From an optimization exercise on the open Yosys and OpenROAD flow, aimed at small area, a short achievable clock period and few clock cycles per item; shortcuts taken in it are not production practice. No run shown here included a check of the RTL's function; only the layout flow was run. Power and IR drop assume default switching activity.

[design/flow/design.v]
module k2000_payload_codec (
    input  wire        clk,
    input  wire        rst,
    input  wire        cmd_valid,
    output wire        cmd_ready,
    input  wire        cmd_dir,       
    input  wire [3:0]  cmd_n,         
    input  wire [20:0] cmd_size,      
    input  wire        in_valid,
    output wire        in_ready,
    input  wire [7:0]  in_data,
    input  wire        in_last,
    output wire        out_valid,
    input  wire        out_ready,
    output wire [7:0]  out_data,
    output wire        out_last,
    output wire        done,
    output wire [2:0]  status,
    output wire [23:0] info_a,
    output wire [23:0] info_b
);
    localparam ST_OK       = 3'd0;
    localparam ST_BADWIDTH = 3'd1;
    localparam ST_CKSUM    = 3'd2;
    localparam ST_LENGTH   = 3'd3;
    localparam ST_MALFORM  = 3'd4;
    localparam ST_PADBITS  = 3'd5;
    reg         idle;        
    reg         run;         
    reg         drain;       
    reg         dv;          
    reg         pre;         
    reg         done_r;
    reg         in_rdy;
    reg         act;         
    reg         dir;
    reg         bad;
    reg  [2:0]  n;
    reg  [20:0] size;
    reg         padv;        
    reg  [2:0]  pad;         
    reg  [20:0] rcnt;        
    reg         rz;          
    reg         r1;          
    reg  [23:0] kcnt;        
    reg  [23:0] xreg;        
    reg  [7:0]  ebyte;       
    reg  [6:0]  sum;
    reg  [14:0] acc;         
    reg  [3:0]  cnt;         
    reg         first;       
    reg         over;        
    reg         mal;         
    reg         fresh;       
    reg         cks_sent;    
    reg  [2:0]  st;
    reg  [7:0]  od;
    reg         ov;
    reg         olast;
    assign cmd_ready = idle;
    assign in_ready  = in_rdy;
    assign out_valid = ov;
    assign out_data  = od;
    assign out_last  = olast;
    assign done      = done_r;
    assign status    = st;
    assign info_a    = xreg;
    assign info_b    = kcnt;
    function [2:0] m7add(input [2:0] a, input [2:0] b);
        reg [3:0] s;
        begin
            s = {1'b0, a} + {1'b0, b};
            m7add = s[2:0] + {2'd0, s[3]};
        end
    endfunction
    wire [20:0] nsz  = ~size;
    wire [2:0]  r7   = m7add(m7add(m7add(nsz[2:0],   nsz[5:3]),   m7add(nsz[8:6],   nsz[11:9])),
                             m7add(m7add(nsz[14:12], nsz[17:15]), nsz[20:18]));    
    wire [2:0]  pad7 = (r7 == 3'd7) ? 3'd0 : r7;
    wire [7:0]  nmask  = (8'd1 << n) - 8'd1;
    wire        adv    = !ov || out_ready;
    wire        take   = in_rdy && in_valid;
    wire        r2     = (rcnt == 21'd2);
    wire        dec    = run && !dir;
    wire        enc    = run && dir;
    wire        dat    = !rz && (!r1 || !cnt[3]);
    wire        d_pk   = dec && take && !in_last;           
    wire        d_end  = dec && take && in_last;            
    wire        tk     = act && take && (dir || (!in_last && dat));
    wire [7:0]  x8     = dir ? in_data : (in_data << (4'd8 - {1'b0, n}));
    wire [22:0] win    = {acc, x8};
    wire [3:0]  sh     = dir ? (cnt + 4'd8 - {1'b0, n}) : cnt;
    wire [22:0] y      = win >> sh;
    wire [3:0]  a_cnt  = dir ? 4'd8 : first ? ({1'b0, n} - {1'b0, pad}) : {1'b0, n};
    wire [3:0]  b      = dir ? {1'b0, n} : 4'd8;
    wire [3:0]  cnt_t  = cnt + a_cnt;
    wire        ge_t   = dir || cnt_t[3];
    wire        ge_0   = (cnt >= b);
    wire        emit   = act && adv && (tk ? ge_t : ge_0);
    wire [3:0]  cnt_tb = cnt_t - b;
    wire [3:0]  cnt_0b = cnt - b;
    wire [3:0]  cnt_n  = tk ? (emit ? cnt_tb : cnt_t) : (emit ? cnt_0b : cnt);
    wire [4:0]  n2     = {1'b0, n, 1'b0};
    wire        e_room = adv ? (tk ? ({1'b0, cnt} + 5'd8 < n2) : ({1'b0, cnt} < n2)) : (!tk && (cnt < {1'b0, n}));
    wire        d_room = adv || (tk ? (cnt_t <= 4'd8) : (cnt <= 4'd8));
    wire [14:0] acc_t  = dir ? {acc[6:0], in_data} : ((acc << n) | {7'd0, in_data & nmask});
    wire [6:0]  addend = dir ? (fresh ? od[6:0] : 7'd0) : in_data[6:0];
    wire [6:0]  addsum = sum + addend;
    wire        e_cks  = enc && act && adv && rz && (cnt == 4'd0) && !cks_sent;
    wire        e_end  = enc && ov && olast && out_ready;
    wire        e_bend = enc && bad && rz;
    wire        d_malb  = (in_data & ~nmask) != 8'd0;
    wire [7:0]  padmask = nmask & ~((8'd1 << (n - pad)) - 8'd1);
    wire        pad_bad = (ebyte & padmask) != 8'd0;
    wire        cks_ok  = (in_data == {1'b0, sum});
    wire        len_ok  = !over && (rz || (r1 && cnt[3]));
    wire [2:0]  d_code  = bad      ? ST_BADWIDTH :
                          !cks_ok  ? ST_CKSUM    :
                          !len_ok  ? ST_LENGTH   :
                          mal      ? ST_MALFORM  :
                          pad_bad  ? ST_PADBITS  : ST_OK;
    wire        r_dec  = dir ? (enc && take) : emit;
    wire        r_nz_n = r_dec ? !(rz || r1) : !rz;
    wire        dv_sz  = (rcnt[4:0] > 5'd3);
    wire [2:0]  nm1    = n - 3'd1;
    wire        dv_bit = dv_sz ? size[20] : nm1[rcnt[1:0] - 2'd1];
    wire [3:0]  dv_rt  = {pad, dv_bit};
    wire        dv_ge  = (dv_rt >= {1'b0, n});
    wire [2:0]  dv_rem = dv_ge ? (dv_rt[2:0] - n) : dv_rt[2:0];
    wire [2:0]  padx   = (n == 3'd7) ? pad7 : (nm1 - pad);
    wire        cn_bad = (cmd_n == 4'd0) || cmd_n[3];
    wire        cn_div = (cmd_n == 4'd3) || (cmd_n == 4'd5) || (cmd_n == 4'd6);
    wire        cn_7   = (cmd_n == 4'd7);
    always @(posedge clk) begin
        if (rst) begin
            idle   <= 1'b1;
            run    <= 1'b0;
            drain  <= 1'b0;
            dv     <= 1'b0;
            pre    <= 1'b0;
            done_r <= 1'b0;
            in_rdy <= 1'b0;
            act    <= 1'b0;
            ov     <= 1'b0;
        end else begin
            done_r <= 1'b0;
            if (idle) begin
                if (cmd_valid) begin
                    idle     <= 1'b0;
                    run      <= !cn_div;
                    dv       <= cn_div;
                    pre      <= cn_div;
                    dir      <= cmd_dir;
                    n        <= cmd_n[2:0];
                    bad      <= cn_bad;
                    size     <= cmd_size;
                    rcnt     <= cn_div ? 21'd24 : cmd_size;
                    rz       <= !cn_div && (cmd_size == 21'd0);
                    r1       <= !cn_div && (cmd_size == 21'd1);
                    act      <= !(cn_div || cn_7 || cn_bad);
                    padv     <= !(cn_div || cn_7);
                    pad      <= 3'd0;
                    kcnt     <= 24'd0;
                    xreg     <= 24'd0;
                    ebyte    <= 8'd0;
                    sum      <= 7'd0;
                    acc      <= 15'd0;
                    cnt      <= 4'd0;
                    first    <= 1'b1;
                    over     <= 1'b0;
                    mal      <= 1'b0;
                    fresh    <= 1'b0;
                    cks_sent <= 1'b0;
                    st       <= ST_OK;
                    in_rdy   <= !(cn_div || cn_7) && (!cmd_dir || (cmd_size != 21'd0));
                end
            end
            if (run && !padv) begin
                padv <= 1'b1;
                act  <= 1'b1;
                pad  <= padx;
                if (dir)
                    cnt <= {1'b0, padx};
            end
            if (act) begin
                cnt <= cnt_n;
                if (tk)
                    acc <= acc_t;
                if (emit) begin
                    od    <= dir ? (y[7:0] & nmask) : y[7:0];
                    olast <= !dir && r1;
                end
            end
            if (dir ? (enc && fresh) : d_pk)
                sum <= addsum;
            if (enc)
                fresh <= emit;
            if (e_cks) begin
                od       <= {1'b0, addsum};
                olast    <= 1'b1;
                cks_sent <= 1'b1;
            end
            if (d_pk && !bad) begin
                if (kcnt != 24'hFFFFFF)
                    kcnt <= kcnt + 24'd1;
                first <= 1'b0;
                if (first || (!mal && d_malb))
                    ebyte <= in_data;
                if (!mal && d_malb) begin
                    mal  <= 1'b1;
                    xreg <= kcnt;
                end
                if (!dat)
                    over <= 1'b1;
            end
            if (r_dec) begin
                rcnt <= rcnt - 21'd1;
                rz   <= r1;
                r1   <= r2;
            end
            if (emit || e_cks)
                ov <= 1'b1;
            else if (out_ready)
                ov <= 1'b0;
            if (run) begin
                if (dir)
                    in_rdy <= r_nz_n && (!act || e_room);
                else
                    in_rdy <= !(take && in_last) && (!act || d_room);
            end
            if (d_end) begin
                run <= 1'b0;
                st  <= d_code;
                if (!bad) begin
                    if (!cks_ok)
                        xreg <= {16'd0, in_data};
                    kcnt <= !cks_ok ? {17'd0, sum} :
                            !len_ok ? kcnt :
                            mal     ? {16'd0, ebyte} : 24'd0;
                end
                if (d_code == ST_OK) begin
                    if (rz && adv) begin
                        done_r <= 1'b1;
                        act    <= 1'b0;
                    end else
                        drain <= 1'b1;
                end else begin
                    ov  <= 1'b0;
                    act <= 1'b0;
                    if (d_code == ST_LENGTH) begin
                        dv   <= 1'b1;
                        rcnt <= 21'd24;
                        rz   <= 1'b0;
                        r1   <= 1'b0;
                        pad  <= 3'd0;
                    end else begin
                        done_r <= 1'b1;
                    end
                end
            end
            if (drain && rz && adv) begin
                drain  <= 1'b0;
                act    <= 1'b0;
                done_r <= 1'b1;
            end
            if (e_end) begin
                run    <= 1'b0;
                act    <= 1'b0;
                done_r <= 1'b1;
            end
            if (e_bend) begin
                run    <= 1'b0;
                done_r <= 1'b1;
                st     <= ST_BADWIDTH;
            end
            if (dv) begin
                pad  <= dv_rem;
                if (!pre)
                    xreg <= {xreg[22:0], dv_ge};
                if (dv_sz)
                    size <= {size[19:0], size[20]};
                rcnt <= rcnt - 21'd1;
                rz   <= r1;
                r1   <= r2;
                if (r1) begin
                    dv  <= 1'b0;
                    pre <= 1'b0;
                    if (pre) begin
                        run  <= 1'b1;
                        rcnt <= size;
                        rz   <= (size == 21'd0);
                        r1   <= (size == 21'd1);
                    end else begin
                        done_r <= 1'b1;
                    end
                end
            end
            if (done_r)
                idle <= 1'b1;
        end
    end
endmodule
[design/flow/constraint.sdc]
create_clock -name core_clock -period 10.0 [get_ports {clk}]
set_input_delay 2.0000 -clock core_clock [delete_from_list [all_inputs] [get_ports {clk}]]
set_output_delay 2.0000 -clock core_clock [all_outputs]
set_load 0.01 [all_outputs]
[design/flow/run.sh]
#!/bin/bash
# synth_recipe.tcl (not shown) runs the flow's synth.tcl, then flattens the netlist and writes it again
# the make line also repeats each setting of config.mk as NAME=value (left out here)
make -C /OpenROAD-flow-scripts/flow DESIGN_CONFIG=/design/flow/config.mk WORK_HOME=/design/flow/orfs CLKGATE_MAP_FILE= SYNTH_SCRIPT=/design/flow/synth_recipe.tcl finish
[design/flow/config.mk]
export PLATFORM = sky130hd
export DESIGN_NAME = k2000_payload_codec
export DESIGN_NICKNAME = k2000_payload_codec
export VERILOG_FILES = /design/flow/design.v
export SDC_FILE = /design/flow/constraint.sdc
export NUM_CORES = 4
export LEC_CHECK = 0
export CAP_MARGIN = 20
export CORE_MARGIN = 2
export CORE_UTILIZATION = 40
export SETUP_SLACK_MARGIN = 5
export SLEW_MARGIN = 20
==> summary.txt, run 1 <==
status: complete, no violations
core area: 34,500 sq um
yosys warns: 1
CTS tree: built
CP Max Fanout: 3
Pint: 1.86 mW
Max VDD drop: 0.000182 V
RSZ-0062 raised after global routing: true
Post-synth EDFFs: 152
Seq cells post-synth: 161
Fin Setup TNS: 0 ps
r2r startpoint: size[9]
clock root buffer: clkbuf_16
Hold WS: 526 ps
Initial Util: 40.7%
Hold Path Depth: 2
DR pass1 iterations: 6
Final Max Slew Viols: 0
num rows: 68
Tot GR Track Use: 26.2%
via count: 13,600
most instantiated cells after synthesis: 199 x nand2_1, 152 x edfxtp_1, 117 x a21oi_1, 116 x nor2_1, 97 x o21ai_0
vias per std cell: 6.28
Final min period: 4950 ps
clock transition at the registers of the reported paths: 80 ps
reg-to-reg endpoint: cnt[1]
synth unique cells: 87
CP Launch Type: flip-flop
most common cell in the netlist: nand2_1
Hold Buf Count CTS: 0
Primary FF master, synth: edfxtp_1
Mapped Cells: 1,635
asr flop ratio synth: 0%
initial antenna violation count: 0
Clock Skews: 12.0 ps
CTS H-tree lvls: 4
DRC viols: 0
Worst-Skew Late Latency: 460 ps
Max-slew headroom: 21.7%
gr ovfl total: 0
Hold Path Class: reg2reg
cell accounting for the most synthesized area: edfxtp_1
layout cells sized above 1: 9.48%
largest net degree at the start of global routing: 73
clk buf depth: 2
wire length per cell: 22.5 um
final-report setup violation count: 0
max cap viols: 0
Crit. End Element: flip-flop
IO Port Bufs: 103
Mapped Area: 14,100 sq um
number of global-route vias before repair: 12,800
power per cell area: 188 nW/um^2
Die Y: 192 um
hold wc startpoint: done_r
GPL Wtd Cong: 0.888
share of the synthesized area in the top cell type: 32.5%
Worst Path Required: 10,200 ps
cts bufs inserted: 17
WS Path Type: reg2reg
IO Count: 104
area grow syn2layout: 16.4%
DRT iter0 DRCs: 1,463
number of fill cells: 3,398
hold violation total from the final report: 0
FF-to-FF path depth: 24
Syn Nets: 1,765
final WL: 48,600 um
Leak: 6.24 nW
switching power: 1.21 mW
die span in x: 192 um
r2r setup slk: 5050 ps
nets@finish: 1,826
syn avg cell area: 8.60 sq um
Die ar.: 36,700 sq um
Final ANT Viol Nets: 0
Seq pwr share: 29.4%
Min-Delay Endpoint: idle
Sink Count: 161
CP arrival: 5160 ps
switching share of power: 39.4%
DPL Wire Length: 33,700 um
combinational power share: 49.8%
fin crit share: 49.5%
first-pass GRT wire length: 74,600 um
Slew @ Worst Pin: 1170 ps
ant diodes: 0
Seq/Total Area, Yosys: 33.7%
largest cells by area after synthesis: edfxtp_1 32%, ha_1 6.7%, nand2_1 5.3%, a21oi_1 4.2%, o21ai_0 3.5%
Clock power frac: 20.7%
FMAX: 202 MHz
-- sequential cells by signal, indices dropped and copies added (netlist names), 3 cells and up --
name / flops
kcnt: 24
xreg: 24
rcnt: 21
size: 21
acc: 15
ebyte: 8
od: 8
sum: 7
cnt: 4
n: 3
pad: 3
st: 3
-- stage by stage --
stage | setup WS (ps) | instance area [sq um] | instances | util, % | power [mW]
final | 5050 | 16400 | 2164 | 47.4 | 3.07
after global routing | 4900 | 16400 | 2164 | 47.4 | 3.24
after CTS | 4840 | 16100 | 2146 | 46.6 | 2.80
after detailed placement | 4180 | 15300 | 2097 | 44.3 | 2.01
after global placement | 4390 | 15300 | 2097 | 44.3 | 1.97
after floorplan | 5190 | 14100 | 1635 | - | 1.69
-- worst max path at each step --
stage | start | endpoint
2_1_floorplan | size[1] | cnt[1]
3_3_place_gp | n[0] | rcnt[4]
3_5_place_dp | n[0] | rcnt[4]
4_1_cts | size[9] | cnt[1]
5_1_grt | size[9] | cnt[1]
6_report | size[9] | cnt[1]
-- per-layer routing --
metal	share of wire (%)	global-route usage [%]	vias to the layer above
li1	-	-	6244
met1	43	35.8	6598
met2	47	41.6	650
met3	7.2	4.08	97
met4	3.1	10.2	0
met5	0	0	-
-- cell families (layout without fill, tap and decap cells) --
logic type / after synthesis / count (layout) / share of synthesized area, %
adder cells (fa/ha/maj): 90 / 90 / 8.81
flip-flops: 161 / 161 / 33.7
AND/OR/NAND/NOR: 557 / 557 / 18.7
multiplexers: 63 / 63 / 5.14
XOR/XNOR: 62 / 62 / 3.86
AO/OA/AOI/OAI: 491 / 494 / 23.5
buffers and inverters: 211 / 282 / 6.25
-- layout by cell type (no fill, tap or decap), drive strengths merged, types with 9 or more instances in the layout --
cell	n
a211oi	22
a21o	27
a21oi	119
a221o	12
a221oi	17
a31oi	48
and2	14
and3	21
buf	52
clkbuf	18
clkdlybuf4s50	103
dfxtp	9
edfxtp	152
fa	15
ha	75
inv	97
mux2	11
mux2i	46
nand2	199
nand2b	10
nand3	70
nand3b	11
nand4	12
nor2	116
nor2b	15
nor3	36
nor4	23
o211ai	10
o21ai	105
o221ai	18
o22ai	23
or3	9
xnor2	34
xor2	28
-- critical path, stage by stage, from the launching register on --
cell and delay, ps:
edfxtp_1 410, inv_1 80, ha_2 180, inv_2 40, fa_1 510, inv_1 50, ha_2 160, xor2_1 140
xnor2_1 210, ha_1 290, a21o_1 170, ha_2 180, ha_4 180, xnor2_4 130, xnor2_2 150, ha_1 310
a21o_1 180, ha_4 170, ha_4 160, xor2_2 150, xnor2_2 240, a211oi_2 120, a21oi_2 180, a211oi_2 90
a31o_2 240
-- area by class of cell --
class	instances	area, sq um	area share [%]
clock buffers	18	429	2.62
clock inverters	14	106	0.650
inverters	95	367	2.24
multi-input cells	1266	8710	53.2
flip-flops and latches	161	4740	29.0
well taps	455	569	3.48
repair buffers	155	1440	8.78
-- power groups by stage --
stage | sequential [mW] | combinational, mW | clock [mW]
floorplan | 0.885 | 0.809 | 0
global placement | 0.920 | 1.05 | 0
detailed placement | 0.920 | 1.09 | 0
CTS | 0.900 | 1.25 | 0.644
global route | 0.910 | 1.66 | 0.665
finish | 0.903 | 1.53 | 0.637
-- repair_timing --
action,4_1_cts,5_1_grt
gates cloned,1,2
gates resized for setup,23,30
pin swaps,20,25
endpoints found under the setup margin,43,48
setup buffers,16,16
==> inputs of run 2 (changes only) <==
==> design/flow/flow/run.sh (new file) <==
#!/bin/bash
# Standard ORFS layout with a tighter timing-repair target and single-drive
# port buffers. The clock period and SDC are the standard flow's own (constraint.sdc).
set -euo pipefail
bash standard.sh \
  "SETUP_SLACK_MARGIN=6.5" \
  "BUFFER_PORTS_ARGS=-buffer_cell sky130_fd_sc_hd__buf_2" \
  finish > standard.log 2>&1
==> design/flow/standard.sh (new file) <==
#!/bin/bash
# synth_recipe.tcl (not shown) runs the flow's synth.tcl, then flattens the netlist and writes it again
# the make line also repeats each setting of config.mk as NAME=value (left out here)
make -C /OpenROAD-flow-scripts/flow DESIGN_CONFIG=/design/flow/config.mk WORK_HOME=/design/flow/orfs CLKGATE_MAP_FILE= SYNTH_SCRIPT=/design/flow/synth_recipe.tcl "${@:-finish}"
removed: design/flow/run.sh
==> run 2 against run 1 <==
Synthesized area is the same. Register-to-register slack better by 50 ps. Global-route usage grew 2.2 points. Clock skew rose by 2.2 ps. Wire length grew 9.3%. Critical path depth decreased by 1. Die area did not move. Worst hold slack improved by 12 ps. Synthesized cell count is the same. Sequential power grew 0.6%. Sequential share of layout area is 2.9 points lower. Highest routed layer unchanged.
==> summary.txt, run 2 <==
vias per std cell: 6.35 (+1.1%)
Final ANT Viol Nets: 0 (unchanged)
asr flop ratio synth: 0% (unchanged)
synth unique cells: 87 (unchanged)
DPL Wire Length: 34,100 um (+1.3%)
Regs by FF count: kcnt (24), xreg (24)
RSZ-0062 raised after global routing: true
syn avg cell area: 8.60 sq um (unchanged)
wire length per cell: 23.6 um (+5.1%)
dpl cells: 2,095 (-0.095%)
CP max-delay cell: edfxtp_1
Seq/Total Area, Yosys: 33.7% (unchanged)
GPL Wtd Cong: 0.911 (+2.5%)
Crit. End Element: flip-flop
clock root buffer: clkbuf_16
pre-CTS WS: 4820 ps (+639 ps)
CP arrival: 5120 ps (-40 ps)
Mapped Cells: 1,635 (unchanged)
CP Max Fanout: 5 (+2)
ant diodes: 0 (unchanged)
Post-synth EDFFs: 152 (unchanged)
Worst path max stage delay: 490 ps (-20 ps)
gr ovfl total: 0 (unchanged)
FMAX: 204 MHz (+0.95%)
IO Port Bufs: 103 (unchanged)
cell area after layout: 18,200 sq um (+11%)
largest net degree at the start of global routing: 69 (-5.5%)
yosys warns: 1 (unchanged)
most common cell in the netlist: nand2_1
DR pass1 iterations: 5 (-1)
switching power: 1.22 mW (+1.1%)
Clock power frac: 22.6% (+1.9 points)
Leak: 7.13 nW (+14%)
Max VDD drop: 0.000221 V (+21%)
WS Path Type: reg2reg
fin cells: 2,250 (+4.0%)
Max-slew headroom: 21.1% (-0.66 points)
Pint: 1.87 mW (+0.48%)
most instantiated cells after synthesis: 199 x nand2_1, 152 x edfxtp_1, 117 x a21oi_1, 116 x nor2_1, 97 x o21ai_0
initial antenna violation count: 0 (unchanged)
Final min period: 4910 ps (-46.5 ps)
DRC viols: 0 (unchanged)
Seq cells post-synth: 161 (unchanged)
first-pass GRT wire length: 80,200 um (+7.6%)
number of global-route vias before repair: 13,700 (+7.1%)
CTS tree: built
Seq pwr share: 29.4% (about the same)
CP Launch Type: flip-flop
family with the most delay on the worst path: adder cells
Die ar.: 36,700 sq um (unchanged)
Initial Util: 40.7% (unchanged)
Tot GR Track Use: 28.5% (+2.2 points)
max cap viols: 0 (unchanged)
status: complete, no violations
DRT iter0 DRCs: 1,659 (+13%)
layout cells sized above 1: 27.5% (+18 points)
area grow syn2layout: 29.1%
clk buf depth: 2 (unchanged)
hold violation total from the final report: 0 (unchanged)
Clock Skews: 14.2 ps (+2.17 ps)
placed inst area: 15,300 sq um (-0.36%)
Mapped Area: 14,100 sq um (unchanged)
Fin Setup TNS: 0 ps (unchanged)
Hold Buf Count CTS: 0 (unchanged)
final worst slack: 5090 ps (+46.5 ps)
most frequent cells in the layout: 184 x nand2_1, 152 x edfxtp_1, 109 x nor2_1
Sink Count: 161 (unchanged)
most common cell after layout, fill and taps aside: nand2_1
Worst-Skew Late Latency: 470 ps (about the same)
fin crit share: 49.1% (-0.46 points)
cts bufs inserted: 17 (unchanged)
IO Count: 104 (unchanged)
CP bufs+invs: 1 (-2)
CP cell instances: inv_1, ha_1, a21o_1, ha_2, ha_4, xor2_2, xnor2_1, ha_1, a21o_1, ha_2, ha_4, xnor2_2, xnor2_1, ha_1, a21o_1, ha_2, ha_4, xor2_2, xnor2_2, a211oi_2, a21oi_2, a211oi_1, a31o_2
via count: 14,300 (+5.2%)
Syn Nets: 1,765 (unchanged)
final-report setup violation count: 0 (unchanged)
die span in x: 192 um (unchanged)
share of the synthesized area in the top cell type: 32.5% (unchanged)
final WL: 53,100 um (+9.3%)
largest cells by area after synthesis: edfxtp_1 32%, ha_1 6.7%, nand2_1 5.3%, a21oi_1 4.2%, o21ai_0 3.5%
nets@finish: 1,912 (+4.7%)
num rows: 68 (unchanged)
Worst Path Required: 10,210 ps (about the same)
Die Y: 192 um (unchanged)
Primary FF master, synth: edfxtp_1
core area: 34,500 sq um (unchanged)
cell accounting for the most synthesized area: edfxtp_1
switching share of power: 39.6% (+0.15 points)
CTS H-tree lvls: 4 (unchanged)
clock transition at the registers of the reported paths: 80 ps (about the same)
power per cell area: 170 nW/um^2 (-9.2%)
Final Max Slew Viols: 0 (unchanged)
Hold Path Class: reg2reg
combinational power share: 48.0% (-1.8 points)
Slew @ Worst Pin: 1180 ps (+12.3 ps)
-- run 2: layout make-up --
type | instances | area, sq um
clock buffers | 18 | 429
clock inverters | 14 | 166
fillers | 3196 | 16400
inverters | 95 | 402
multi-input cells | 1273 | 9720
flip-flops and latches | 161 | 4740
well taps | 455 | 569
repair buffers | 234 | 2120
-- run 2: power by group through the flow --
stage | combinational (mW) | sequential [mW] | clock [mW]
3_3_place_gp | 1.14 | 0.919 | 0
6_report | 1.49 | 0.908 | 0.698
4_1_cts | 1.40 | 0.902 | 0.697
5_1_grt | 1.62 | 0.914 | 0.723
3_5_place_dp | 1.18 | 0.921 | 0
2_1_floorplan | 0.918 | 0.886 | 0
-- run 2: timing repair --
item                                    in CTS  in global routing
resized for setup                          131                 94
pin swaps                                   76                 64
cloned                                      16                  4
buffers inserted                            72                 31
endpoints found under the setup margin     182                119
-- run 2: cells by family after synthesis --
group / count (synthesis) / synth area share (%)
multiplexers: 63 / 5.14
adder cells (fa/ha/maj): 90 / 8.81
AND/OR/NAND/NOR: 557 / 18.7
AO/OA/AOI/OAI: 491 / 23.5
XOR/XNOR: 62 / 3.86
buffers and inverters: 211 / 6.25
flip-flops: 161 / 33.7
-- run 2: final timing paths --
check | start | to | slack, ps | cells past startpoint
max | size[11] | cnt[1] | 5090 | 23
min | done_r | idle | 540 | 2
max reg2reg | size[11] | cnt[1] | 5090 | 23
min reg2reg | done_r | idle | 540 | 2
-- run 2: metal layers --
layer  vias up  share of wire, %  wire [um]  GRT usage (%)
li1       6440                 -          -              -
met1      6958                41      22000           38.2
met2       744                46      24700           45.3
met3       148               7.8       4130           4.33
met4         0               4.4       2320           12.8
met5         -                 0          0              0
-- run 2: through the flow --
step / hold slack, ps / total power, mW / utilization (%)
2_1_floorplan: 478 / 1.80 / -
3_3_place_gp: 507 / 2.06 / 44.2
3_5_place_dp: 532 / 2.10 / 44.2
4_1_cts: 544 / 3.00 / 50.2
5_1_grt: 567 / 3.26 / 52.6
6_report: 538 / 3.09 / 52.6
-- run 2: worst min-delay path, stage by stage, from the launching register on --
cell     delay [ps]
dfxtp_1         350
nor2_1           90
o21ai_0          70

## what the ideal ports hide
The results above use ideal ports. As a check the final layouts listed here were re-extracted and re-timed, cells and wires unchanged.
Step 1, drivers: a clkbuf_16 drives clk and a buf_2 each remaining input, both assumed.
Step 2 times the ports against the registers' clock, not the clock port: input delays grow and output delays shrink by t, the midpoint of the rising clock arrivals with the driver on.
a / b / c = ideal ports / drivers / drivers and shift; a / b = the first two.
| run | t, ns | slack for setup (ns) | worst register clock-pin slew, ns | cell pins on the clock port's net |
|---|---|---|---|---|
| run 1 | 0.504 | 5.047 / 5.047 / 4.727 | 0.08 / 0.08 | 1 |
| run 2 | 0.515 | 5.093 / 5.093 / 5.093 | 0.08 / 0.08 | 1 |
After both steps every run listed still meets setup and hold. For run 1, which loses most, drivers alone change the setup slack by 0.000 ns; drivers and shift together by -0.320 ns.
